Context: an optimization exercise on an open-source flow, tuned for small area, a short achievable clock period and few clock cycles per item. The choices shown serve that exercise and are no tape-out recipe.
Only simulation tests tie the RTL to the original design; equivalence was not proved.

===== config.mk =====
export PLATFORM = sky130hd
export DESIGN_NAME = gf128_unit
export DESIGN_NICKNAME = gf128_unit
export VERILOG_FILES = /design/flow/design.v
export SDC_FILE = /design/flow/constraint.sdc
export NUM_CORES = 4
export LEC_CHECK = 0
export CAP_MARGIN = 20
export CORE_MARGIN = 2
export CORE_UTILIZATION = 40
export PLACE_DENSITY = 0.6
export SLEW_MARGIN = 20

===== constraint.sdc =====
create_clock -name core_clock -period 5.0 [get_ports {clk}]
set_input_delay 1.0000 -clock core_clock [delete_from_list [all_inputs] [get_ports {clk}]]
set_output_delay 1.0000 -clock core_clock [all_outputs]
set_load 0.01 [all_outputs]

===== design.v =====
module gf128_unit (
    input  wire         clk,
    input  wire         rst,
    input  wire         in_valid,
    output wire         in_ready,
    input  wire [1:0]   in_op,
    input  wire [127:0] in_data,
    output reg          out_valid,
    output reg          out_err,
    output wire [127:0] out_data
);
    localparam OP_INITH = 2'd0;
    localparam OP_MULH  = 2'd1;
    localparam OP_FOLD  = 2'd2;
    localparam OP_LOADZ = 2'd3;
    localparam D  = 64;
    localparam NS = 2;
    reg [127:0] h;         
    reg         hvalid;
    reg [127:0] acc;       
    reg         acc_zero;  
    reg         c_valid;
    reg [1:0]   c_op;
    reg [127:0] c_x;       
    reg [0:0] step;
    reg [127:0] zr;        
    assign out_data = acc;
    wire mul_cmd  = (c_op[0] ^ c_op[1]) & hvalid;    
    wire last     = (step == NS - 1);
    wire done_now = c_valid & (!mul_cmd | last);
    assign in_ready = !c_valid | done_now;
    wire accept   = in_valid & in_ready & !rst;
    wire [127:0] hp, dp;
    wire [D-1:0] dg;       
    genvar gi;
    generate
        for (gi = 0; gi < 128; gi = gi + 1) begin : g_rev
            assign hp[gi] = h[127 - gi];
            assign dp[gi] = in_data[127 - gi];
        end
        for (gi = 0; gi < D; gi = gi + 1) begin : g_dig
            assign dg[gi] = c_x[D - 1 - gi];
        end
    endgenerate
    wire [127:0] zs = (step == 0) ? 128'd0 : zr;
    wire [126:0] plo, phi;
    gf_mul64_d12 u_lo (.a(dg), .b(hp[63:0]), .p(plo));
    gf_mul64_d12 u_hi (.a(dg), .b(hp[127:64]), .p(phi));
    wire [127:0] zn, znd;
    assign zn[0] = ((zs[64] ^ plo[0]) ^ phi[64]);
    assign zn[1] = (phi[65] ^ (((zs[64] ^ zs[65]) ^ plo[1]) ^ phi[64]));
    assign zn[2] = ((((zs[66] ^ (zs[64] ^ zs[65])) ^ plo[2]) ^ phi[64]) ^ (phi[65] ^ phi[66]));
    assign zn[3] = ((((zs[67] ^ (zs[65] ^ zs[66])) ^ plo[3]) ^ phi[65]) ^ (phi[66] ^ phi[67]));
    assign zn[4] = ((((zs[68] ^ (zs[66] ^ zs[67])) ^ plo[4]) ^ phi[66]) ^ (phi[67] ^ phi[68]));
    assign zn[5] = ((((zs[69] ^ (zs[67] ^ zs[68])) ^ plo[5]) ^ phi[67]) ^ (phi[68] ^ phi[69]));
    assign zn[6] = ((((zs[70] ^ (zs[68] ^ zs[69])) ^ plo[6]) ^ phi[68]) ^ (phi[69] ^ phi[70]));
    assign zn[7] = ((phi[69] ^ phi[70]) ^ (phi[71] ^ ((((zs[64] ^ zs[69]) ^ (zs[70] ^ zs[71])) ^ plo[7]) ^ phi[64])));
    assign zn[8] = ((phi[70] ^ phi[71]) ^ (phi[72] ^ ((((zs[65] ^ zs[70]) ^ (zs[71] ^ zs[72])) ^ plo[8]) ^ phi[65])));
    assign zn[9] = ((phi[71] ^ phi[72]) ^ (phi[73] ^ ((((zs[66] ^ zs[71]) ^ (zs[72] ^ zs[73])) ^ plo[9]) ^ phi[66])));
    assign zn[10] = ((phi[72] ^ phi[73]) ^ (phi[74] ^ ((((zs[67] ^ zs[72]) ^ (zs[73] ^ zs[74])) ^ plo[10]) ^ phi[67])));
    assign zn[11] = ((phi[73] ^ phi[74]) ^ (phi[75] ^ ((((zs[68] ^ zs[73]) ^ (zs[74] ^ zs[75])) ^ plo[11]) ^ phi[68])));
    assign zn[12] = ((phi[74] ^ phi[75]) ^ (phi[76] ^ ((((zs[69] ^ zs[74]) ^ (zs[75] ^ zs[76])) ^ plo[12]) ^ phi[69])));
    assign zn[13] = ((phi[75] ^ phi[76]) ^ (phi[77] ^ ((((zs[70] ^ zs[75]) ^ (zs[76] ^ zs[77])) ^ plo[13]) ^ phi[70])));
    assign zn[14] = ((phi[76] ^ phi[77]) ^ (phi[78] ^ ((((zs[71] ^ zs[76]) ^ (zs[77] ^ zs[78])) ^ plo[14]) ^ phi[71])));
    assign zn[15] = ((phi[77] ^ phi[78]) ^ (phi[79] ^ ((((zs[72] ^ zs[77]) ^ (zs[78] ^ zs[79])) ^ plo[15]) ^ phi[72])));
    assign zn[16] = ((phi[78] ^ phi[79]) ^ (phi[80] ^ ((((zs[73] ^ zs[78]) ^ (zs[79] ^ zs[80])) ^ plo[16]) ^ phi[73])));
    assign zn[17] = ((phi[79] ^ phi[80]) ^ (phi[81] ^ ((((zs[74] ^ zs[79]) ^ (zs[80] ^ zs[81])) ^ plo[17]) ^ phi[74])));
    assign zn[18] = ((phi[80] ^ phi[81]) ^ (phi[82] ^ ((((zs[75] ^ zs[80]) ^ (zs[81] ^ zs[82])) ^ plo[18]) ^ phi[75])));
    assign zn[19] = ((phi[81] ^ phi[82]) ^ (phi[83] ^ ((((zs[76] ^ zs[81]) ^ (zs[82] ^ zs[83])) ^ plo[19]) ^ phi[76])));
    assign zn[20] = ((phi[82] ^ phi[83]) ^ (phi[84] ^ ((((zs[77] ^ zs[82]) ^ (zs[83] ^ zs[84])) ^ plo[20]) ^ phi[77])));
    assign zn[21] = ((phi[83] ^ phi[84]) ^ (phi[85] ^ ((((zs[78] ^ zs[83]) ^ (zs[84] ^ zs[85])) ^ plo[21]) ^ phi[78])));
    assign zn[22] = ((phi[84] ^ phi[85]) ^ (phi[86] ^ ((((zs[79] ^ zs[84]) ^ (zs[85] ^ zs[86])) ^ plo[22]) ^ phi[79])));
    assign zn[23] = ((phi[85] ^ phi[86]) ^ (phi[87] ^ ((((zs[80] ^ zs[85]) ^ (zs[86] ^ zs[87])) ^ plo[23]) ^ phi[80])));
    assign zn[24] = ((phi[86] ^ phi[87]) ^ (phi[88] ^ ((((zs[81] ^ zs[86]) ^ (zs[87] ^ zs[88])) ^ plo[24]) ^ phi[81])));
    assign zn[25] = ((phi[87] ^ phi[88]) ^ (phi[89] ^ ((((zs[82] ^ zs[87]) ^ (zs[88] ^ zs[89])) ^ plo[25]) ^ phi[82])));
    assign zn[26] = ((phi[88] ^ phi[89]) ^ (phi[90] ^ ((((zs[83] ^ zs[88]) ^ (zs[89] ^ zs[90])) ^ plo[26]) ^ phi[83])));
    assign zn[27] = ((phi[89] ^ phi[90]) ^ (phi[91] ^ ((((zs[84] ^ zs[89]) ^ (zs[90] ^ zs[91])) ^ plo[27]) ^ phi[84])));
    assign zn[28] = ((phi[90] ^ phi[91]) ^ (phi[92] ^ ((((zs[85] ^ zs[90]) ^ (zs[91] ^ zs[92])) ^ plo[28]) ^ phi[85])));
    assign zn[29] = ((phi[91] ^ phi[92]) ^ (phi[93] ^ ((((zs[86] ^ zs[91]) ^ (zs[92] ^ zs[93])) ^ plo[29]) ^ phi[86])));
    assign zn[30] = ((phi[92] ^ phi[93]) ^ (phi[94] ^ ((((zs[87] ^ zs[92]) ^ (zs[93] ^ zs[94])) ^ plo[30]) ^ phi[87])));
    assign zn[31] = ((phi[93] ^ phi[94]) ^ (phi[95] ^ ((((zs[88] ^ zs[93]) ^ (zs[94] ^ zs[95])) ^ plo[31]) ^ phi[88])));
    assign zn[32] = ((phi[89] ^ phi[94]) ^ (phi[95] ^ ((((zs[89] ^ zs[94]) ^ (zs[95] ^ zs[96])) ^ phi[96]) ^ plo[32])));
    assign zn[33] = ((plo[33] ^ phi[90]) ^ (phi[95] ^ (phi[97] ^ (((zs[90] ^ zs[95]) ^ (zs[96] ^ zs[97])) ^ phi[96]))));
    assign zn[34] = (((((zs[91] ^ zs[96]) ^ (zs[97] ^ zs[98])) ^ phi[96]) ^ (phi[97] ^ phi[98])) ^ (plo[34] ^ phi[91]));
    assign zn[35] = (((((zs[92] ^ zs[97]) ^ (zs[98] ^ zs[99])) ^ phi[97]) ^ (phi[98] ^ phi[99])) ^ (plo[35] ^ phi[92]));
    assign zn[36] = (((((zs[93] ^ zs[98]) ^ (zs[99] ^ zs[100])) ^ phi[98]) ^ (phi[99] ^ phi[100])) ^ (plo[36] ^ phi[93]));
    assign zn[37] = (((((zs[94] ^ zs[99]) ^ (zs[100] ^ zs[101])) ^ phi[99]) ^ (phi[100] ^ phi[101])) ^ (plo[37] ^ phi[94]));
    assign zn[38] = (((((zs[95] ^ zs[100]) ^ (zs[101] ^ zs[102])) ^ phi[100]) ^ (phi[101] ^ phi[102])) ^ (plo[38] ^ phi[95]));
    assign zn[39] = ((phi[103] ^ (((zs[96] ^ zs[101]) ^ (zs[102] ^ zs[103])) ^ phi[96])) ^ ((phi[101] ^ phi[102]) ^ plo[39]));
    assign zn[40] = ((phi[104] ^ (((zs[97] ^ zs[102]) ^ (zs[103] ^ zs[104])) ^ phi[97])) ^ ((phi[102] ^ phi[103]) ^ plo[40]));
    assign zn[41] = ((phi[105] ^ (((zs[98] ^ zs[103]) ^ (zs[104] ^ zs[105])) ^ phi[98])) ^ ((phi[103] ^ phi[104]) ^ plo[41]));
    assign zn[42] = ((phi[106] ^ (((zs[99] ^ zs[104]) ^ (zs[105] ^ zs[106])) ^ phi[99])) ^ ((phi[104] ^ phi[105]) ^ plo[42]));
    assign zn[43] = ((phi[107] ^ (((zs[100] ^ zs[105]) ^ (zs[106] ^ zs[107])) ^ phi[100])) ^ ((phi[105] ^ phi[106]) ^ plo[43]));
    assign zn[44] = ((phi[108] ^ (((zs[101] ^ zs[106]) ^ (zs[107] ^ zs[108])) ^ phi[101])) ^ ((phi[106] ^ phi[107]) ^ plo[44]));
    assign zn[45] = ((phi[109] ^ (((zs[102] ^ zs[107]) ^ (zs[108] ^ zs[109])) ^ phi[102])) ^ ((phi[107] ^ phi[108]) ^ plo[45]));
    assign zn[46] = ((phi[110] ^ (((zs[103] ^ zs[108]) ^ (zs[109] ^ zs[110])) ^ phi[103])) ^ ((phi[108] ^ phi[109]) ^ plo[46]));
    assign zn[47] = ((phi[111] ^ (((zs[104] ^ zs[109]) ^ (zs[110] ^ zs[111])) ^ phi[104])) ^ ((phi[109] ^ phi[110]) ^ plo[47]));
    assign zn[48] = ((phi[112] ^ (((zs[105] ^ zs[110]) ^ (zs[111] ^ zs[112])) ^ phi[105])) ^ ((phi[110] ^ phi[111]) ^ plo[48]));
    assign zn[49] = ((phi[113] ^ (((zs[106] ^ zs[111]) ^ (zs[112] ^ zs[113])) ^ phi[106])) ^ ((phi[111] ^ phi[112]) ^ plo[49]));
    assign zn[50] = ((phi[114] ^ (((zs[107] ^ zs[112]) ^ (zs[113] ^ zs[114])) ^ phi[107])) ^ ((phi[112] ^ phi[113]) ^ plo[50]));
    assign zn[51] = ((phi[115] ^ (((zs[108] ^ zs[113]) ^ (zs[114] ^ zs[115])) ^ phi[108])) ^ ((phi[113] ^ phi[114]) ^ plo[51]));
    assign zn[52] = ((phi[116] ^ (((zs[109] ^ zs[114]) ^ (zs[115] ^ zs[116])) ^ phi[109])) ^ ((phi[114] ^ phi[115]) ^ plo[52]));
    assign zn[53] = ((phi[117] ^ (((zs[110] ^ zs[115]) ^ (zs[116] ^ zs[117])) ^ phi[110])) ^ ((phi[115] ^ phi[116]) ^ plo[53]));
    assign zn[54] = ((phi[118] ^ (((zs[111] ^ zs[116]) ^ (zs[117] ^ zs[118])) ^ phi[111])) ^ ((phi[116] ^ phi[117]) ^ plo[54]));
    assign zn[55] = ((phi[119] ^ (((zs[112] ^ zs[117]) ^ (zs[118] ^ zs[119])) ^ phi[112])) ^ ((phi[117] ^ phi[118]) ^ plo[55]));
    assign zn[56] = ((phi[120] ^ (((zs[113] ^ zs[118]) ^ (zs[119] ^ zs[120])) ^ phi[113])) ^ ((phi[118] ^ phi[119]) ^ plo[56]));
    assign zn[57] = ((phi[121] ^ (((zs[114] ^ zs[119]) ^ (zs[120] ^ zs[121])) ^ phi[114])) ^ ((phi[119] ^ phi[120]) ^ plo[57]));
    assign zn[58] = ((phi[122] ^ (((zs[115] ^ zs[120]) ^ (zs[121] ^ zs[122])) ^ phi[115])) ^ ((phi[120] ^ phi[121]) ^ plo[58]));
    assign zn[59] = ((phi[123] ^ (((zs[116] ^ zs[121]) ^ (zs[122] ^ zs[123])) ^ phi[116])) ^ ((phi[121] ^ phi[122]) ^ plo[59]));
    assign zn[60] = ((phi[124] ^ (((zs[117] ^ zs[122]) ^ (zs[123] ^ zs[124])) ^ phi[117])) ^ ((phi[122] ^ phi[123]) ^ plo[60]));
    assign zn[61] = ((phi[125] ^ (((zs[118] ^ zs[123]) ^ (zs[124] ^ zs[125])) ^ phi[118])) ^ ((phi[123] ^ phi[124]) ^ plo[61]));
    assign zn[62] = ((phi[126] ^ (((zs[119] ^ zs[124]) ^ (zs[125] ^ zs[126])) ^ phi[119])) ^ ((phi[124] ^ phi[125]) ^ plo[62]));
    assign zn[63] = (plo[63] ^ ((((zs[120] ^ zs[125]) ^ (zs[126] ^ zs[127])) ^ phi[120]) ^ (phi[125] ^ phi[126])));
    assign zn[64] = (plo[64] ^ ((((zs[0] ^ zs[121]) ^ (zs[126] ^ zs[127])) ^ phi[0]) ^ (phi[121] ^ phi[126])));
    assign zn[65] = (plo[65] ^ (phi[122] ^ ((zs[127] ^ (zs[1] ^ zs[122])) ^ phi[1])));
    assign zn[66] = (plo[66] ^ (phi[123] ^ ((zs[2] ^ zs[123]) ^ phi[2])));
    assign zn[67] = (plo[67] ^ (phi[124] ^ ((zs[3] ^ zs[124]) ^ phi[3])));
    assign zn[68] = (plo[68] ^ (phi[125] ^ ((zs[4] ^ zs[125]) ^ phi[4])));
    assign zn[69] = (plo[69] ^ (phi[126] ^ ((zs[5] ^ zs[126]) ^ phi[5])));
    assign zn[70] = (((zs[6] ^ zs[127]) ^ phi[6]) ^ plo[70]);
    assign zn[71] = ((zs[7] ^ phi[7]) ^ plo[71]);
    assign zn[72] = ((zs[8] ^ phi[8]) ^ plo[72]);
    assign zn[73] = ((zs[9] ^ phi[9]) ^ plo[73]);
    assign zn[74] = ((zs[10] ^ phi[10]) ^ plo[74]);
    assign zn[75] = ((zs[11] ^ phi[11]) ^ plo[75]);
    assign zn[76] = ((zs[12] ^ phi[12]) ^ plo[76]);
    assign zn[77] = ((zs[13] ^ phi[13]) ^ plo[77]);
    assign zn[78] = ((zs[14] ^ phi[14]) ^ plo[78]);
    assign zn[79] = ((zs[15] ^ phi[15]) ^ plo[79]);
    assign zn[80] = ((zs[16] ^ phi[16]) ^ plo[80]);
    assign zn[81] = ((zs[17] ^ phi[17]) ^ plo[81]);
    assign zn[82] = ((zs[18] ^ phi[18]) ^ plo[82]);
    assign zn[83] = ((zs[19] ^ phi[19]) ^ plo[83]);
    assign zn[84] = ((zs[20] ^ phi[20]) ^ plo[84]);
    assign zn[85] = ((zs[21] ^ phi[21]) ^ plo[85]);
    assign zn[86] = ((zs[22] ^ phi[22]) ^ plo[86]);
    assign zn[87] = ((zs[23] ^ phi[23]) ^ plo[87]);
    assign zn[88] = ((zs[24] ^ phi[24]) ^ plo[88]);
    assign zn[89] = ((zs[25] ^ phi[25]) ^ plo[89]);
    assign zn[90] = ((zs[26] ^ phi[26]) ^ plo[90]);
    assign zn[91] = ((zs[27] ^ phi[27]) ^ plo[91]);
    assign zn[92] = ((zs[28] ^ phi[28]) ^ plo[92]);
    assign zn[93] = ((zs[29] ^ phi[29]) ^ plo[93]);
    assign zn[94] = ((zs[30] ^ phi[30]) ^ plo[94]);
    assign zn[95] = ((zs[31] ^ phi[31]) ^ plo[95]);
    assign zn[96] = ((zs[32] ^ plo[96]) ^ phi[32]);
    assign zn[97] = ((zs[33] ^ plo[97]) ^ phi[33]);
    assign zn[98] = ((zs[34] ^ plo[98]) ^ phi[34]);
    assign zn[99] = ((zs[35] ^ plo[99]) ^ phi[35]);
    assign zn[100] = ((zs[36] ^ plo[100]) ^ phi[36]);
    assign zn[101] = ((zs[37] ^ plo[101]) ^ phi[37]);
    assign zn[102] = ((zs[38] ^ plo[102]) ^ phi[38]);
    assign zn[103] = ((zs[39] ^ plo[103]) ^ phi[39]);
    assign zn[104] = ((zs[40] ^ plo[104]) ^ phi[40]);
    assign zn[105] = ((zs[41] ^ plo[105]) ^ phi[41]);
    assign zn[106] = ((zs[42] ^ plo[106]) ^ phi[42]);
    assign zn[107] = ((zs[43] ^ plo[107]) ^ phi[43]);
    assign zn[108] = ((zs[44] ^ plo[108]) ^ phi[44]);
    assign zn[109] = ((zs[45] ^ plo[109]) ^ phi[45]);
    assign zn[110] = ((zs[46] ^ plo[110]) ^ phi[46]);
    assign zn[111] = ((zs[47] ^ plo[111]) ^ phi[47]);
    assign zn[112] = ((zs[48] ^ plo[112]) ^ phi[48]);
    assign zn[113] = ((zs[49] ^ plo[113]) ^ phi[49]);
    assign zn[114] = ((zs[50] ^ plo[114]) ^ phi[50]);
    assign zn[115] = ((zs[51] ^ plo[115]) ^ phi[51]);
    assign zn[116] = ((zs[52] ^ plo[116]) ^ phi[52]);
    assign zn[117] = ((zs[53] ^ plo[117]) ^ phi[53]);
    assign zn[118] = ((zs[54] ^ plo[118]) ^ phi[54]);
    assign zn[119] = ((zs[55] ^ plo[119]) ^ phi[55]);
    assign zn[120] = ((zs[56] ^ plo[120]) ^ phi[56]);
    assign zn[121] = ((zs[57] ^ plo[121]) ^ phi[57]);
    assign zn[122] = ((zs[58] ^ plo[122]) ^ phi[58]);
    assign zn[123] = ((zs[59] ^ plo[123]) ^ phi[59]);
    assign zn[124] = ((zs[60] ^ plo[124]) ^ phi[60]);
    assign zn[125] = ((zs[61] ^ plo[125]) ^ phi[61]);
    assign zn[126] = ((zs[62] ^ plo[126]) ^ phi[62]);
    assign zn[127] = (zs[63] ^ phi[63]);
    assign znd[0] = (((zs[64] ^ dp[0]) ^ plo[0]) ^ phi[64]);
    assign znd[1] = (phi[65] ^ (((dp[1] ^ (zs[64] ^ zs[65])) ^ plo[1]) ^ phi[64]));
    assign znd[2] = (((((zs[64] ^ zs[65]) ^ (zs[66] ^ dp[2])) ^ plo[2]) ^ phi[64]) ^ (phi[65] ^ phi[66]));
    assign znd[3] = (((((zs[65] ^ zs[66]) ^ (zs[67] ^ dp[3])) ^ plo[3]) ^ phi[65]) ^ (phi[66] ^ phi[67]));
    assign znd[4] = (((((zs[66] ^ zs[67]) ^ (zs[68] ^ dp[4])) ^ plo[4]) ^ phi[66]) ^ (phi[67] ^ phi[68]));
    assign znd[5] = (((((zs[67] ^ zs[68]) ^ (zs[69] ^ dp[5])) ^ plo[5]) ^ phi[67]) ^ (phi[68] ^ phi[69]));
    assign znd[6] = (((((zs[68] ^ zs[69]) ^ (zs[70] ^ dp[6])) ^ plo[6]) ^ phi[68]) ^ (phi[69] ^ phi[70]));
    assign znd[7] = ((phi[69] ^ phi[70]) ^ (phi[71] ^ ((((zs[70] ^ zs[71]) ^ (dp[7] ^ (zs[64] ^ zs[69]))) ^ plo[7]) ^ phi[64])));
    assign znd[8] = ((phi[70] ^ phi[71]) ^ (phi[72] ^ ((((zs[71] ^ zs[72]) ^ (dp[8] ^ (zs[65] ^ zs[70]))) ^ plo[8]) ^ phi[65])));
    assign znd[9] = ((phi[71] ^ phi[72]) ^ (phi[73] ^ ((((zs[72] ^ zs[73]) ^ (dp[9] ^ (zs[66] ^ zs[71]))) ^ plo[9]) ^ phi[66])));
    assign znd[10] = ((phi[72] ^ phi[73]) ^ (phi[74] ^ ((((zs[73] ^ zs[74]) ^ (dp[10] ^ (zs[67] ^ zs[72]))) ^ plo[10]) ^ phi[67])));
    assign znd[11] = ((phi[73] ^ phi[74]) ^ (phi[75] ^ ((((zs[74] ^ zs[75]) ^ (dp[11] ^ (zs[68] ^ zs[73]))) ^ plo[11]) ^ phi[68])));
    assign znd[12] = ((phi[74] ^ phi[75]) ^ (phi[76] ^ ((((zs[75] ^ zs[76]) ^ (dp[12] ^ (zs[69] ^ zs[74]))) ^ plo[12]) ^ phi[69])));
    assign znd[13] = ((phi[75] ^ phi[76]) ^ (phi[77] ^ ((((zs[76] ^ zs[77]) ^ (dp[13] ^ (zs[70] ^ zs[75]))) ^ plo[13]) ^ phi[70])));
    assign znd[14] = ((phi[76] ^ phi[77]) ^ (phi[78] ^ ((((zs[77] ^ zs[78]) ^ (dp[14] ^ (zs[71] ^ zs[76]))) ^ plo[14]) ^ phi[71])));
    assign znd[15] = ((phi[77] ^ phi[78]) ^ (phi[79] ^ ((((zs[78] ^ zs[79]) ^ (dp[15] ^ (zs[72] ^ zs[77]))) ^ plo[15]) ^ phi[72])));
    assign znd[16] = ((phi[78] ^ phi[79]) ^ (phi[80] ^ ((((zs[79] ^ zs[80]) ^ (dp[16] ^ (zs[73] ^ zs[78]))) ^ plo[16]) ^ phi[73])));
    assign znd[17] = ((phi[79] ^ phi[80]) ^ (phi[81] ^ ((((zs[80] ^ zs[81]) ^ (dp[17] ^ (zs[74] ^ zs[79]))) ^ plo[17]) ^ phi[74])));
    assign znd[18] = ((phi[80] ^ phi[81]) ^ (phi[82] ^ ((((zs[81] ^ zs[82]) ^ (dp[18] ^ (zs[75] ^ zs[80]))) ^ plo[18]) ^ phi[75])));
    assign znd[19] = ((phi[81] ^ phi[82]) ^ (phi[83] ^ ((((zs[82] ^ zs[83]) ^ (dp[19] ^ (zs[76] ^ zs[81]))) ^ plo[19]) ^ phi[76])));
    assign znd[20] = ((phi[82] ^ phi[83]) ^ (phi[84] ^ ((((zs[83] ^ zs[84]) ^ (dp[20] ^ (zs[77] ^ zs[82]))) ^ plo[20]) ^ phi[77])));
    assign znd[21] = ((phi[83] ^ phi[84]) ^ (phi[85] ^ ((((zs[84] ^ zs[85]) ^ (dp[21] ^ (zs[78] ^ zs[83]))) ^ plo[21]) ^ phi[78])));
    assign znd[22] = ((phi[84] ^ phi[85]) ^ (phi[86] ^ ((((zs[85] ^ zs[86]) ^ (dp[22] ^ (zs[79] ^ zs[84]))) ^ plo[22]) ^ phi[79])));
    assign znd[23] = ((phi[85] ^ phi[86]) ^ (phi[87] ^ ((((zs[86] ^ zs[87]) ^ (dp[23] ^ (zs[80] ^ zs[85]))) ^ plo[23]) ^ phi[80])));
    assign znd[24] = ((phi[86] ^ phi[87]) ^ (phi[88] ^ ((((zs[87] ^ zs[88]) ^ (dp[24] ^ (zs[81] ^ zs[86]))) ^ plo[24]) ^ phi[81])));
    assign znd[25] = ((phi[87] ^ phi[88]) ^ (phi[89] ^ ((((zs[88] ^ zs[89]) ^ (dp[25] ^ (zs[82] ^ zs[87]))) ^ plo[25]) ^ phi[82])));
    assign znd[26] = ((phi[88] ^ phi[89]) ^ (phi[90] ^ ((((zs[89] ^ zs[90]) ^ (dp[26] ^ (zs[83] ^ zs[88]))) ^ plo[26]) ^ phi[83])));
    assign znd[27] = ((phi[89] ^ phi[90]) ^ (phi[91] ^ ((((zs[90] ^ zs[91]) ^ (dp[27] ^ (zs[84] ^ zs[89]))) ^ plo[27]) ^ phi[84])));
    assign znd[28] = ((phi[90] ^ phi[91]) ^ (phi[92] ^ ((((zs[91] ^ zs[92]) ^ (dp[28] ^ (zs[85] ^ zs[90]))) ^ plo[28]) ^ phi[85])));
    assign znd[29] = ((phi[91] ^ phi[92]) ^ (phi[93] ^ ((((zs[92] ^ zs[93]) ^ (dp[29] ^ (zs[86] ^ zs[91]))) ^ plo[29]) ^ phi[86])));
    assign znd[30] = ((phi[92] ^ phi[93]) ^ (phi[94] ^ ((((zs[93] ^ zs[94]) ^ (dp[30] ^ (zs[87] ^ zs[92]))) ^ plo[30]) ^ phi[87])));
    assign znd[31] = ((phi[93] ^ phi[94]) ^ (phi[95] ^ ((((zs[94] ^ zs[95]) ^ (dp[31] ^ (zs[88] ^ zs[93]))) ^ plo[31]) ^ phi[88])));
    assign znd[32] = ((phi[89] ^ phi[94]) ^ (phi[95] ^ ((((zs[95] ^ zs[96]) ^ (dp[32] ^ (zs[89] ^ zs[94]))) ^ phi[96]) ^ plo[32])));
    assign znd[33] = ((plo[33] ^ phi[90]) ^ (phi[95] ^ (phi[97] ^ (((zs[96] ^ zs[97]) ^ (dp[33] ^ (zs[90] ^ zs[95]))) ^ phi[96]))));
    assign znd[34] = (((((zs[97] ^ zs[98]) ^ (dp[34] ^ (zs[91] ^ zs[96]))) ^ phi[96]) ^ (phi[97] ^ phi[98])) ^ (plo[34] ^ phi[91]));
    assign znd[35] = (((((zs[98] ^ zs[99]) ^ (dp[35] ^ (zs[92] ^ zs[97]))) ^ phi[97]) ^ (phi[98] ^ phi[99])) ^ (plo[35] ^ phi[92]));
    assign znd[36] = (((((zs[99] ^ zs[100]) ^ (dp[36] ^ (zs[93] ^ zs[98]))) ^ phi[98]) ^ (phi[99] ^ phi[100])) ^ (plo[36] ^ phi[93]));
    assign znd[37] = (((((zs[100] ^ zs[101]) ^ (dp[37] ^ (zs[94] ^ zs[99]))) ^ phi[99]) ^ (phi[100] ^ phi[101])) ^ (plo[37] ^ phi[94]));
    assign znd[38] = (((((zs[101] ^ zs[102]) ^ (dp[38] ^ (zs[95] ^ zs[100]))) ^ phi[100]) ^ (phi[101] ^ phi[102])) ^ (plo[38] ^ phi[95]));
    assign znd[39] = ((phi[103] ^ (((zs[102] ^ zs[103]) ^ (dp[39] ^ (zs[96] ^ zs[101]))) ^ phi[96])) ^ ((phi[101] ^ phi[102]) ^ plo[39]));
    assign znd[40] = ((phi[104] ^ (((zs[103] ^ zs[104]) ^ (dp[40] ^ (zs[97] ^ zs[102]))) ^ phi[97])) ^ ((phi[102] ^ phi[103]) ^ plo[40]));
    assign znd[41] = ((phi[105] ^ (((zs[104] ^ zs[105]) ^ (dp[41] ^ (zs[98] ^ zs[103]))) ^ phi[98])) ^ ((phi[103] ^ phi[104]) ^ plo[41]));
    assign znd[42] = ((phi[106] ^ (((zs[105] ^ zs[106]) ^ (dp[42] ^ (zs[99] ^ zs[104]))) ^ phi[99])) ^ ((phi[104] ^ phi[105]) ^ plo[42]));
    assign znd[43] = ((phi[107] ^ (((zs[106] ^ zs[107]) ^ (dp[43] ^ (zs[100] ^ zs[105]))) ^ phi[100])) ^ ((phi[105] ^ phi[106]) ^ plo[43]));
    assign znd[44] = ((phi[108] ^ (((zs[107] ^ zs[108]) ^ (dp[44] ^ (zs[101] ^ zs[106]))) ^ phi[101])) ^ ((phi[106] ^ phi[107]) ^ plo[44]));
    assign znd[45] = ((phi[109] ^ (((zs[108] ^ zs[109]) ^ (dp[45] ^ (zs[102] ^ zs[107]))) ^ phi[102])) ^ ((phi[107] ^ phi[108]) ^ plo[45]));
    assign znd[46] = ((phi[110] ^ (((zs[109] ^ zs[110]) ^ (dp[46] ^ (zs[103] ^ zs[108]))) ^ phi[103])) ^ ((phi[108] ^ phi[109]) ^ plo[46]));
    assign znd[47] = ((phi[111] ^ (((zs[110] ^ zs[111]) ^ (dp[47] ^ (zs[104] ^ zs[109]))) ^ phi[104])) ^ ((phi[109] ^ phi[110]) ^ plo[47]));
    assign znd[48] = ((phi[112] ^ (((zs[111] ^ zs[112]) ^ (dp[48] ^ (zs[105] ^ zs[110]))) ^ phi[105])) ^ ((phi[110] ^ phi[111]) ^ plo[48]));
    assign znd[49] = ((phi[113] ^ (((zs[112] ^ zs[113]) ^ (dp[49] ^ (zs[106] ^ zs[111]))) ^ phi[106])) ^ ((phi[111] ^ phi[112]) ^ plo[49]));
    assign znd[50] = ((phi[114] ^ (((zs[113] ^ zs[114]) ^ (dp[50] ^ (zs[107] ^ zs[112]))) ^ phi[107])) ^ ((phi[112] ^ phi[113]) ^ plo[50]));
    assign znd[51] = ((phi[115] ^ (((zs[114] ^ zs[115]) ^ (dp[51] ^ (zs[108] ^ zs[113]))) ^ phi[108])) ^ ((phi[113] ^ phi[114]) ^ plo[51]));
    assign znd[52] = ((phi[116] ^ (((zs[115] ^ zs[116]) ^ (dp[52] ^ (zs[109] ^ zs[114]))) ^ phi[109])) ^ ((phi[114] ^ phi[115]) ^ plo[52]));
    assign znd[53] = ((phi[117] ^ (((zs[116] ^ zs[117]) ^ (dp[53] ^ (zs[110] ^ zs[115]))) ^ phi[110])) ^ ((phi[115] ^ phi[116]) ^ plo[53]));
    assign znd[54] = ((phi[118] ^ (((zs[117] ^ zs[118]) ^ (dp[54] ^ (zs[111] ^ zs[116]))) ^ phi[111])) ^ ((phi[116] ^ phi[117]) ^ plo[54]));
    assign znd[55] = ((phi[119] ^ (((zs[118] ^ zs[119]) ^ (dp[55] ^ (zs[112] ^ zs[117]))) ^ phi[112])) ^ ((phi[117] ^ phi[118]) ^ plo[55]));
    assign znd[56] = ((phi[120] ^ (((zs[119] ^ zs[120]) ^ (dp[56] ^ (zs[113] ^ zs[118]))) ^ phi[113])) ^ ((phi[118] ^ phi[119]) ^ plo[56]));
    assign znd[57] = ((phi[121] ^ (((zs[120] ^ zs[121]) ^ (dp[57] ^ (zs[114] ^ zs[119]))) ^ phi[114])) ^ ((phi[119] ^ phi[120]) ^ plo[57]));
    assign znd[58] = ((phi[122] ^ (((zs[121] ^ zs[122]) ^ (dp[58] ^ (zs[115] ^ zs[120]))) ^ phi[115])) ^ ((phi[120] ^ phi[121]) ^ plo[58]));
    assign znd[59] = ((phi[123] ^ (((zs[122] ^ zs[123]) ^ (dp[59] ^ (zs[116] ^ zs[121]))) ^ phi[116])) ^ ((phi[121] ^ phi[122]) ^ plo[59]));
    assign znd[60] = ((phi[124] ^ (((zs[123] ^ zs[124]) ^ (dp[60] ^ (zs[117] ^ zs[122]))) ^ phi[117])) ^ ((phi[122] ^ phi[123]) ^ plo[60]));
    assign znd[61] = ((phi[125] ^ (((zs[124] ^ zs[125]) ^ (dp[61] ^ (zs[118] ^ zs[123]))) ^ phi[118])) ^ ((phi[123] ^ phi[124]) ^ plo[61]));
    assign znd[62] = ((phi[126] ^ (((zs[125] ^ zs[126]) ^ (dp[62] ^ (zs[119] ^ zs[124]))) ^ phi[119])) ^ ((phi[124] ^ phi[125]) ^ plo[62]));
    assign znd[63] = (plo[63] ^ ((((zs[126] ^ zs[127]) ^ (dp[63] ^ (zs[120] ^ zs[125]))) ^ phi[120]) ^ (phi[125] ^ phi[126])));
    assign znd[64] = (plo[64] ^ ((((zs[126] ^ zs[127]) ^ (dp[64] ^ (zs[0] ^ zs[121]))) ^ phi[0]) ^ (phi[121] ^ phi[126])));
    assign znd[65] = (plo[65] ^ (phi[122] ^ (((zs[1] ^ zs[122]) ^ (zs[127] ^ dp[65])) ^ phi[1])));
    assign znd[66] = (plo[66] ^ (phi[123] ^ ((dp[66] ^ (zs[2] ^ zs[123])) ^ phi[2])));
    assign znd[67] = (plo[67] ^ (phi[124] ^ ((dp[67] ^ (zs[3] ^ zs[124])) ^ phi[3])));
    assign znd[68] = (plo[68] ^ (phi[125] ^ ((dp[68] ^ (zs[4] ^ zs[125])) ^ phi[4])));
    assign znd[69] = (plo[69] ^ (phi[126] ^ ((dp[69] ^ (zs[5] ^ zs[126])) ^ phi[5])));
    assign znd[70] = (((dp[70] ^ (zs[6] ^ zs[127])) ^ phi[6]) ^ plo[70]);
    assign znd[71] = (((zs[7] ^ dp[71]) ^ phi[7]) ^ plo[71]);
    assign znd[72] = (((zs[8] ^ dp[72]) ^ phi[8]) ^ plo[72]);
    assign znd[73] = (((zs[9] ^ dp[73]) ^ phi[9]) ^ plo[73]);
    assign znd[74] = (((zs[10] ^ dp[74]) ^ phi[10]) ^ plo[74]);
    assign znd[75] = (((zs[11] ^ dp[75]) ^ phi[11]) ^ plo[75]);
    assign znd[76] = (((zs[12] ^ dp[76]) ^ phi[12]) ^ plo[76]);
    assign znd[77] = (((zs[13] ^ dp[77]) ^ phi[13]) ^ plo[77]);
    assign znd[78] = (((zs[14] ^ dp[78]) ^ phi[14]) ^ plo[78]);
    assign znd[79] = (((zs[15] ^ dp[79]) ^ phi[15]) ^ plo[79]);
    assign znd[80] = (((zs[16] ^ dp[80]) ^ phi[16]) ^ plo[80]);
    assign znd[81] = (((zs[17] ^ dp[81]) ^ phi[17]) ^ plo[81]);
    assign znd[82] = (((zs[18] ^ dp[82]) ^ phi[18]) ^ plo[82]);
    assign znd[83] = (((zs[19] ^ dp[83]) ^ phi[19]) ^ plo[83]);
    assign znd[84] = (((zs[20] ^ dp[84]) ^ phi[20]) ^ plo[84]);
    assign znd[85] = (((zs[21] ^ dp[85]) ^ phi[21]) ^ plo[85]);
    assign znd[86] = (((zs[22] ^ dp[86]) ^ phi[22]) ^ plo[86]);
    assign znd[87] = (((zs[23] ^ dp[87]) ^ phi[23]) ^ plo[87]);
    assign znd[88] = (((zs[24] ^ dp[88]) ^ phi[24]) ^ plo[88]);
    assign znd[89] = (((zs[25] ^ dp[89]) ^ phi[25]) ^ plo[89]);
    assign znd[90] = (((zs[26] ^ dp[90]) ^ phi[26]) ^ plo[90]);
    assign znd[91] = (((zs[27] ^ dp[91]) ^ phi[27]) ^ plo[91]);
    assign znd[92] = (((zs[28] ^ dp[92]) ^ phi[28]) ^ plo[92]);
    assign znd[93] = (((zs[29] ^ dp[93]) ^ phi[29]) ^ plo[93]);
    assign znd[94] = (((zs[30] ^ dp[94]) ^ phi[30]) ^ plo[94]);
    assign znd[95] = (((zs[31] ^ dp[95]) ^ phi[31]) ^ plo[95]);
    assign znd[96] = (((zs[32] ^ dp[96]) ^ plo[96]) ^ phi[32]);
    assign znd[97] = (((zs[33] ^ dp[97]) ^ plo[97]) ^ phi[33]);
    assign znd[98] = (((zs[34] ^ dp[98]) ^ plo[98]) ^ phi[34]);
    assign znd[99] = (((zs[35] ^ dp[99]) ^ plo[99]) ^ phi[35]);
    assign znd[100] = (((zs[36] ^ dp[100]) ^ plo[100]) ^ phi[36]);
    assign znd[101] = (((zs[37] ^ dp[101]) ^ plo[101]) ^ phi[37]);
    assign znd[102] = (((zs[38] ^ dp[102]) ^ plo[102]) ^ phi[38]);
    assign znd[103] = (((zs[39] ^ dp[103]) ^ plo[103]) ^ phi[39]);
    assign znd[104] = (((zs[40] ^ dp[104]) ^ plo[104]) ^ phi[40]);
    assign znd[105] = (((zs[41] ^ dp[105]) ^ plo[105]) ^ phi[41]);
    assign znd[106] = (((zs[42] ^ dp[106]) ^ plo[106]) ^ phi[42]);
    assign znd[107] = (((zs[43] ^ dp[107]) ^ plo[107]) ^ phi[43]);
    assign znd[108] = (((zs[44] ^ dp[108]) ^ plo[108]) ^ phi[44]);
    assign znd[109] = (((zs[45] ^ dp[109]) ^ plo[109]) ^ phi[45]);
    assign znd[110] = (((zs[46] ^ dp[110]) ^ plo[110]) ^ phi[46]);
    assign znd[111] = (((zs[47] ^ dp[111]) ^ plo[111]) ^ phi[47]);
    assign znd[112] = (((zs[48] ^ dp[112]) ^ plo[112]) ^ phi[48]);
    assign znd[113] = (((zs[49] ^ dp[113]) ^ plo[113]) ^ phi[49]);
    assign znd[114] = (((zs[50] ^ dp[114]) ^ plo[114]) ^ phi[50]);
    assign znd[115] = (((zs[51] ^ dp[115]) ^ plo[115]) ^ phi[51]);
    assign znd[116] = (((zs[52] ^ dp[116]) ^ plo[116]) ^ phi[52]);
    assign znd[117] = (((zs[53] ^ dp[117]) ^ plo[117]) ^ phi[53]);
    assign znd[118] = (((zs[54] ^ dp[118]) ^ plo[118]) ^ phi[54]);
    assign znd[119] = (((zs[55] ^ dp[119]) ^ plo[119]) ^ phi[55]);
    assign znd[120] = (((zs[56] ^ dp[120]) ^ plo[120]) ^ phi[56]);
    assign znd[121] = (((zs[57] ^ dp[121]) ^ plo[121]) ^ phi[57]);
    assign znd[122] = (((zs[58] ^ dp[122]) ^ plo[122]) ^ phi[58]);
    assign znd[123] = (((zs[59] ^ dp[123]) ^ plo[123]) ^ phi[59]);
    assign znd[124] = (((zs[60] ^ dp[124]) ^ plo[124]) ^ phi[60]);
    assign znd[125] = (((zs[61] ^ dp[125]) ^ plo[125]) ^ phi[61]);
    assign znd[126] = (((zs[62] ^ dp[126]) ^ plo[126]) ^ phi[62]);
    assign znd[127] = ((zs[63] ^ dp[127]) ^ phi[63]);
    wire [127:0] zw, zwd;   
    generate
        for (gi = 0; gi < 128; gi = gi + 1) begin : g_out
            assign zw[127 - gi]  = zn[gi];
            assign zwd[127 - gi] = znd[gi];
        end
    endgenerate
    wire mul_we  = c_valid & mul_cmd & last;
    wire load_we = c_valid & (c_op == OP_LOADZ);
    wire acc_zero_next = rst | (acc_zero & !(mul_we | load_we));
    wire [127:0] acc_next = mul_we ? zw : (load_we ? c_x : acc);
    wire in_fold = (in_op == OP_FOLD) & !acc_zero_next;
    wire [127:0] x_next = !in_fold ? in_data :
                          mul_we   ? zwd : ((load_we ? c_x : acc) ^ in_data);
    always @(posedge clk) begin
        acc      <= acc_next;
        acc_zero <= acc_zero_next;
        zr       <= zn;
        if (accept) begin
            c_op <= in_op;
            c_x  <= x_next;
            step <= 0;
        end else begin
            c_x  <= c_x >> D;
            step <= step + 1'b1;
        end
        if (rst) begin
            c_valid   <= 1'b0;
            hvalid    <= 1'b0;
            out_valid <= 1'b0;
            out_err   <= 1'b0;
        end else begin
            c_valid   <= accept | (c_valid & !done_now);
            out_valid <= done_now;
            out_err   <= done_now & (c_op[0] ^ c_op[1]) & !hvalid;
            if (c_valid && c_op == OP_INITH) begin
                h      <= c_x;
                hvalid <= 1'b1;
            end
        end
    end
endmodule
module gf_mul4_d3 (
    input  wire [3:0] a,
    input  wire [3:0] b,
    output wire [6:0] p
);
    genvar i, j;
    generate
        for (i = 0; i < 7; i = i + 1) begin : g_col
            wire [3:0] t;
            for (j = 0; j < 4; j = j + 1) begin : g_t
                if (i - j >= 0 && i - j < 4) begin : g_v
                    assign t[j] = a[j] & b[i-j];
                end else begin : g_z
                    assign t[j] = 1'b0;
                end
            end
            assign p[i] = ^t;
        end
    endgenerate
endmodule
module gf_mul8_d6 (
    input  wire [7:0] a,
    input  wire [7:0] b,
    output wire [14:0] p
);
    wire [6:0] p0, p1, p2;
    gf_mul4_d3 u0 (.a(a[3:0]), .b(b[3:0]), .p(p0));
    gf_mul4_d3 u2 (.a(a[7:4]), .b(b[7:4]), .p(p2));
    gf_mul4_d3 u1 (.a(a[3:0] ^ a[7:4]), .b(b[3:0] ^ b[7:4]), .p(p1));
    wire [3:0] l0 = p0[3:0];
    wire [3:0] l1 = p1[3:0];
    wire [3:0] l2 = p2[3:0];
    wire [3:0] h0 = {1'b0, p0[6:4]};
    wire [3:0] h1 = {1'b0, p1[6:4]};
    wire [3:0] h2 = {1'b0, p2[6:4]};
    wire [3:0] s  = h0 ^ l2;
    wire [3:0] q1 = (l1 ^ (l0 ^ s));
    wire [3:0] q2 = (h1 ^ (h2 ^ s));
    assign p = {h2[2:0], q2, q1, l0};
endmodule
module gf_mul8_d4 (
    input  wire [7:0] a,
    input  wire [7:0] b,
    output wire [14:0] p
);
    genvar i, j;
    generate
        for (i = 0; i < 15; i = i + 1) begin : g_col
            wire [7:0] t;
            for (j = 0; j < 8; j = j + 1) begin : g_t
                if (i - j >= 0 && i - j < 8) begin : g_v
                    assign t[j] = a[j] & b[i-j];
                end else begin : g_z
                    assign t[j] = 1'b0;
                end
            end
            assign p[i] = ^t;
        end
    endgenerate
endmodule
module gf_mul16_d8 (
    input  wire [15:0] a,
    input  wire [15:0] b,
    output wire [30:0] p
);
    wire [14:0] p0, p1, p2;
    gf_mul8_d6 u0 (.a(a[7:0]), .b(b[7:0]), .p(p0));
    gf_mul8_d6 u2 (.a(a[15:8]), .b(b[15:8]), .p(p2));
    gf_mul8_d4 u1 (.a(a[7:0] ^ a[15:8]), .b(b[7:0] ^ b[15:8]), .p(p1));
    wire [7:0] l0 = p0[7:0];
    wire [7:0] l1 = p1[7:0];
    wire [7:0] l2 = p2[7:0];
    wire [7:0] h0 = {1'b0, p0[14:8]};
    wire [7:0] h1 = {1'b0, p1[14:8]};
    wire [7:0] h2 = {1'b0, p2[14:8]};
    wire [7:0] s  = h0 ^ l2;
    wire [7:0] q1 = (s ^ (l1 ^ l0));
    wire [7:0] q2 = (s ^ (h1 ^ h2));
    assign p = {h2[6:0], q2, q1, l0};
endmodule
module gf_mul16_d7 (
    input  wire [15:0] a,
    input  wire [15:0] b,
    output wire [30:0] p
);
    wire [14:0] p0, p1, p2;
    gf_mul8_d4 u0 (.a(a[7:0]), .b(b[7:0]), .p(p0));
    gf_mul8_d4 u2 (.a(a[15:8]), .b(b[15:8]), .p(p2));
    gf_mul8_d4 u1 (.a(a[7:0] ^ a[15:8]), .b(b[7:0] ^ b[15:8]), .p(p1));
    wire [7:0] l0 = p0[7:0];
    wire [7:0] l1 = p1[7:0];
    wire [7:0] l2 = p2[7:0];
    wire [7:0] h0 = {1'b0, p0[14:8]};
    wire [7:0] h1 = {1'b0, p1[14:8]};
    wire [7:0] h2 = {1'b0, p2[14:8]};
    wire [7:0] s  = h0 ^ l2;
    wire [7:0] q1 = (l1 ^ (l0 ^ s));
    wire [7:0] q2 = (h1 ^ (h2 ^ s));
    assign p = {h2[6:0], q2, q1, l0};
endmodule
module gf_mul32_d10 (
    input  wire [31:0] a,
    input  wire [31:0] b,
    output wire [62:0] p
);
    wire [30:0] p0, p1, p2;
    gf_mul16_d8 u0 (.a(a[15:0]), .b(b[15:0]), .p(p0));
    gf_mul16_d8 u2 (.a(a[31:16]), .b(b[31:16]), .p(p2));
    gf_mul16_d7 u1 (.a(a[15:0] ^ a[31:16]), .b(b[15:0] ^ b[31:16]), .p(p1));
    wire [15:0] l0 = p0[15:0];
    wire [15:0] l1 = p1[15:0];
    wire [15:0] l2 = p2[15:0];
    wire [15:0] h0 = {1'b0, p0[30:16]};
    wire [15:0] h1 = {1'b0, p1[30:16]};
    wire [15:0] h2 = {1'b0, p2[30:16]};
    wire [15:0] s  = h0 ^ l2;
    wire [15:0] q1 = (s ^ (l0 ^ l1));
    wire [15:0] q2 = (s ^ (h2 ^ h1));
    assign p = {h2[14:0], q2, q1, l0};
endmodule
module gf_mul16_d5 (
    input  wire [15:0] a,
    input  wire [15:0] b,
    output wire [30:0] p
);
    genvar i, j;
    generate
        for (i = 0; i < 31; i = i + 1) begin : g_col
            wire [15:0] t;
            for (j = 0; j < 16; j = j + 1) begin : g_t
                if (i - j >= 0 && i - j < 16) begin : g_v
                    assign t[j] = a[j] & b[i-j];
                end else begin : g_z
                    assign t[j] = 1'b0;
                end
            end
            assign p[i] = ^t;
        end
    endgenerate
endmodule
module gf_mul32_d9 (
    input  wire [31:0] a,
    input  wire [31:0] b,
    output wire [62:0] p
);
    wire [30:0] p0, p1, p2;
    gf_mul16_d7 u0 (.a(a[15:0]), .b(b[15:0]), .p(p0));
    gf_mul16_d7 u2 (.a(a[31:16]), .b(b[31:16]), .p(p2));
    gf_mul16_d5 u1 (.a(a[15:0] ^ a[31:16]), .b(b[15:0] ^ b[31:16]), .p(p1));
    wire [15:0] l0 = p0[15:0];
    wire [15:0] l1 = p1[15:0];
    wire [15:0] l2 = p2[15:0];
    wire [15:0] h0 = {1'b0, p0[30:16]};
    wire [15:0] h1 = {1'b0, p1[30:16]};
    wire [15:0] h2 = {1'b0, p2[30:16]};
    wire [15:0] s  = h0 ^ l2;
    wire [15:0] q1 = (s ^ (l1 ^ l0));
    wire [15:0] q2 = (s ^ (h1 ^ h2));
    assign p = {h2[14:0], q2, q1, l0};
endmodule
module gf_mul64_d12 (
    input  wire [63:0] a,
    input  wire [63:0] b,
    output wire [126:0] p
);
    wire [62:0] p0, p1, p2;
    gf_mul32_d10 u0 (.a(a[31:0]), .b(b[31:0]), .p(p0));
    gf_mul32_d10 u2 (.a(a[63:32]), .b(b[63:32]), .p(p2));
    gf_mul32_d9 u1 (.a(a[31:0] ^ a[63:32]), .b(b[31:0] ^ b[63:32]), .p(p1));
    wire [31:0] l0 = p0[31:0];
    wire [31:0] l1 = p1[31:0];
    wire [31:0] l2 = p2[31:0];
    wire [31:0] h0 = {1'b0, p0[62:32]};
    wire [31:0] h1 = {1'b0, p1[62:32]};
    wire [31:0] h2 = {1'b0, p2[62:32]};
    wire [31:0] s  = h0 ^ l2;
    wire [31:0] q1 = (s ^ (l0 ^ l1));
    wire [31:0] q2 = (s ^ (h2 ^ h1));
    assign p = {h2[30:0], q2, q1, l0};
endmodule

===== run.sh =====
#!/bin/bash
# synth_recipe.tcl (not shown) runs the flow's synth.tcl, then flattens the netlist and writes it again
# the make line also repeats each setting of config.mk as NAME=value (left out here)
make -C /OpenROAD-flow-scripts/flow DESIGN_CONFIG=/design/flow/config.mk WORK_HOME=/design/flow/orfs CLKGATE_MAP_FILE= SYNTH_SCRIPT=/design/flow/synth_recipe.tcl finish

==> run notes <==
area by class of cell:
| type | instances | share of cell area |
|---|---|---|
| antenna | 17 | 0.000379 |
| timing repair buffer | 2627 | 0.221 |
| inverter | 18 | 0.000602 |
| multi-input combinational | 9051 | 0.623 |
| tap | 2688 | 0.0300 |
| sequential | 520 | 0.105 |
| clock inverter | 32 | 0.00374 |
| clock buffer | 89 | 0.0162 |
kinds of logic after synthesis:
kind of cell / count (synthesis) / synth area share
DFF: 520 / 0.142
AOI/OAI and AO/OA: 416 / 0.0319
xor gates and xnor gates: 4601 / 0.598
and+or+nand+nor: 3908 / 0.181
muxes: 124 / 0.0157
adders and majority gates: 2 / 0.000304
buffers and inverters: 604 / 0.0310
worst max-delay path, delay by kind of cell, from the launching register on:
kind,cells,cell delay (ps)
xor gates and xnor gates,9,2630
and+or+nand+nor,1,80
buffers and inverters,7,1320
DFF,1,700
AOI/OAI and AO/OA,2,270
worst max-delay path by stage:
| stage | start | endpoint | slack, ps |
|---|---|---|---|
| 2_1_floorplan | rst | h[0]$_DFFE_PP_ | 420 |
| 3_3_place_gp | c_x[37]$_DFF_P_ | c_x[30]$_DFF_P_ | -1850 |
| 3_5_place_dp | h[32]$_DFFE_PP_ | c_x[21]$_DFF_P_ | -680 |
| 4_1_cts | h[32]$_DFFE_PP_ | c_x[102]$_SDFF_PN0_ | 0.5 |
| 5_1_grt | c_x[41]$_DFF_P_ | c_x[102]$_SDFF_PN0_ | -90 |
| 6_report | h[87]$_DFFE_PP_ | c_x[58]$_DFF_P_ | -170 |
registers in the layout, summed over array words and instances, names as in the netlist:
name and count:
acc 128, acc_zero 1, c_op 2, c_valid 1, c_x 128, h 128, hvalid 1, out_err 1
out_valid 1, step 1, zr 128
per-layer routing:
| metal | share of wire | vias up | global-route usage |
|---|---|---|---|
| met2 | 0.39 | 6693 | 0.696 |
| met4 | 0.11 | 16 | 0.446 |
| met3 | 0.14 | 1644 | 0.194 |
| li1 | - | 35928 | - |
| met5 | 0.00028 | - | 0.00253 |
| met1 | 0.36 | 41630 | 0.617 |
repair_timing:
action,4_1_cts,5_1_grt
buffers inserted,8,34
pin swaps,2,26
setup endpoints to repair,162,107
gates resized for setup,84,145
gates cloned,0,2
cells in the mapped netlist (all sizes together), types with 8 or more instances:
cell | instances | area (um2)
buf | 240 | 1190
xor2 | 884 | 7770
nor3b | 9 | 67.6
a211oi | 32 | 240
nand2 | 872 | 3270
mux2i | 82 | 821
xor3 | 58 | 1380
nand2b | 19 | 119
edfxtp | 130 | 3900
o211ai | 25 | 188
inv | 18 | 67.6
nor2b | 12 | 75.1
a22oi | 18 | 135
a31oi | 19 | 119
clkbuf | 346 | 1300
a211o | 46 | 403
nor2 | 2947 | 11100
mux2 | 42 | 473
o21ai | 105 | 526
nand3 | 28 | 140
and3 | 10 | 62.6
a21o | 8 | 60.1
o22ai | 13 | 81.3
xnor2 | 3128 | 28200
a21oi | 108 | 541
xnor3 | 531 | 12000
dfxtp | 390 | 7810
o21a | 26 | 195
cell usage in the layout (no fill, tap or decap), drive strengths merged, types with 22 or more instances in the layout:
master,Yosys,final
clkdlybuf4s50,0,263
a211oi,32,32
clkbuf,346,91
xor3,58,58
xnor3,531,531
xor2,884,884
nand3,28,28
nor2,2947,2947
inv,18,22
dfxtp,390,390
nand2,872,872
buf,240,2362
mux2,42,42
a211o,46,46
mux2i,82,82
xnor2,3128,3128
o21a,26,26
o21ai,105,105
a21oi,108,108
o211ai,25,25
edfxtp,130,130
stage by stage:
stage	instance area, um2
global route	112000
floorplan	82400
finish	112000
global placement	108000
CTS	111000
detailed placement	108000
==> flow_summary_export.csv <==
group,metric,value,unit
placement,gp_congestion,1.20,
timing,timing.final.ws_setup,-173,ps
clock_tree,htree_num_levels,3,
worst_hold_path,whs_endpoint,"h[86]$_DFFE_PP_",
floorplan,die_y,458,um
layout,seqCellArea,11700,um2
timing,tightest_slew,1400,ps
layout,drive_above_1_share,0.232,
clock_tree,clkTransAtPathRegs,70,ps
logic_synthesis,netlist_instances,10175,
placement,post-place-cells,14860,
timing,hold_violations,0,
logic_synthesis,syn-num-nets,10310,
timing,rsz0062_at_grt,"true",
clock_tree,cts_tree,"yes",
placement,post-place-ws,-680,ps
worst_hold_path,hold_class,"reg2reg",
logic_synthesis,yosys_warnings,1,
timing,slew_violations,0,
drt,wl_per_cell,36.7,um
grt,antenna_found_initial,35,
clock_tree,cts-root-buf,"clkbuf_16",
floorplan,chipWidth,458,um
placement,hpwl,456,mm
layout,final_core_util,0.548,
worst_setup_path,rr_startpoint,"h[87]$_DFFE_PP_",
grt,grt_pass1_vias,79734,
timing,finClkSkew,77.5,ps
worst_setup_path,rr_worst_depth,19,
worst_setup_path,crit_path_top_delay_cell,"edfxtp_1",
drt,drtPass1Iterations,9,
worst_setup_path,path_class,"reg2reg",
clock_tree,clock_latency,750,ps
run_status,outcome,"complete, but fails checks",
logic_synthesis,avgSynthCellArea,8.10,um2
timing,tns,-1120,ps
logic_synthesis,ys_types,51,
worst_setup_path,slowest_delay,700,ps
grt,grt_max_degree,224,
clock_tree,cts_buffers,66,
layout,nets,12419,
worst_setup_path,r2r_setup_slack,-170,ps
worst_setup_path,startpoint_type,"flip-flop",
run_status,so.violations,"setup timing",
logic_synthesis,synth-edff-count,130,
floorplan,row_count,166,
drt,via_per_inst,5.71,
worst_setup_path,cp_max_fo,5,
layout,fillers,18826,
layout,area_growth,36.1,%
grt,grt-ovfl-total,0,
worst_setup_path,cp_data_arrival_time,5760,ps
worst_hold_path,hold_depth,0,
floorplan,core,205000,um2
worst_setup_path,crit_chain,"buf_4, buf_4, nand2_1, xnor2_1, xnor2_2, xnor3_1, buf_4, xnor2_1, buf_4, xnor2_1, buf_4, xnor2_1, buf_4, xnor2_1, xnor2_1, buf_4, o211ai_1, xor2_1, o21ai_0",
clock_tree,hold_buffers,0,
timing,hold_slack,423,ps
floorplan,die_area,210000,um2
drt,drc,0,
logic_synthesis,async_reset_ff_frac,0,
floorplan,initial_utilization,0.403,
worst_setup_path,r2r_end,"c_x[58]$_DFF_P_",
worst_setup_path,crit_required,5590,ps
logic_synthesis,synth-seq-area-share,0.142,
worst_setup_path,crit_top_cell,"buf_4",
layout,stdcell_count,15042,
timing,setup_viol,23,
worst_hold_path,min_from,"c_x[86]$_SDFF_PN0_",
timing,max_freq,193,MHz
logic_synthesis,syn_area,82400,um2
timing,fin_crit_sh,1.03,
clock_tree,cts_sinks,520,
timing,period_needed,5170,ps
placement,numPortBuffers,263,
drt,totalWireLength,552,mm
floorplan,pin_count,264,
grt,grt.total_usage,0.509,
run,max_cap_violations,0,
drt,dr_total_vias,85911,
drt,ant_nets,0,
layout,multi_input_area,69900,um2
timing,relSlewSlack,0.0676,
logic_synthesis,synthFlopType,"dfxtp_1",
drt,drt_iter0_drc,14627,
clock_tree,cts_buffer_depth,3,
worst_setup_path,cp-end-kind,"flip-flop",
logic_synthesis,synth_seq_cells,520,
grt,grt_first_pass_wirelength,718,mm
Testbench counts, summed over its fixed seeds: cycles 1,416, items 672.

-- afterwards: timing with drivers on the ports --
The flow's constraints put no driver on any port. The routed layout listed below was extracted and timed again, unchanged, in two steps.
Step 1 sets driving cells, clkbuf_16 on the clock port and buf_2 on the other inputs (assumed; they add their load-dependent delay and slew).
Step 2, shift: input delay + t, output delay - t, t = (earliest + latest rising clock arrival at the registers) / 2. This alone moves slack from input paths to output paths.
Three values: ideal ports, drivers, drivers and shift; two values: the first two.
t (ns): 0.810
setup slack, ns: -0.173 / -0.173 / -0.173
hold WS [ns]: 0.423 / 0.423 / 0.423
worst slew at a driven data input, ns: 0.10
cell pins on the clock port's net: 1
The setup slack of this run moves by 0.000 ns with the drivers and by 0.000 ns with both steps.
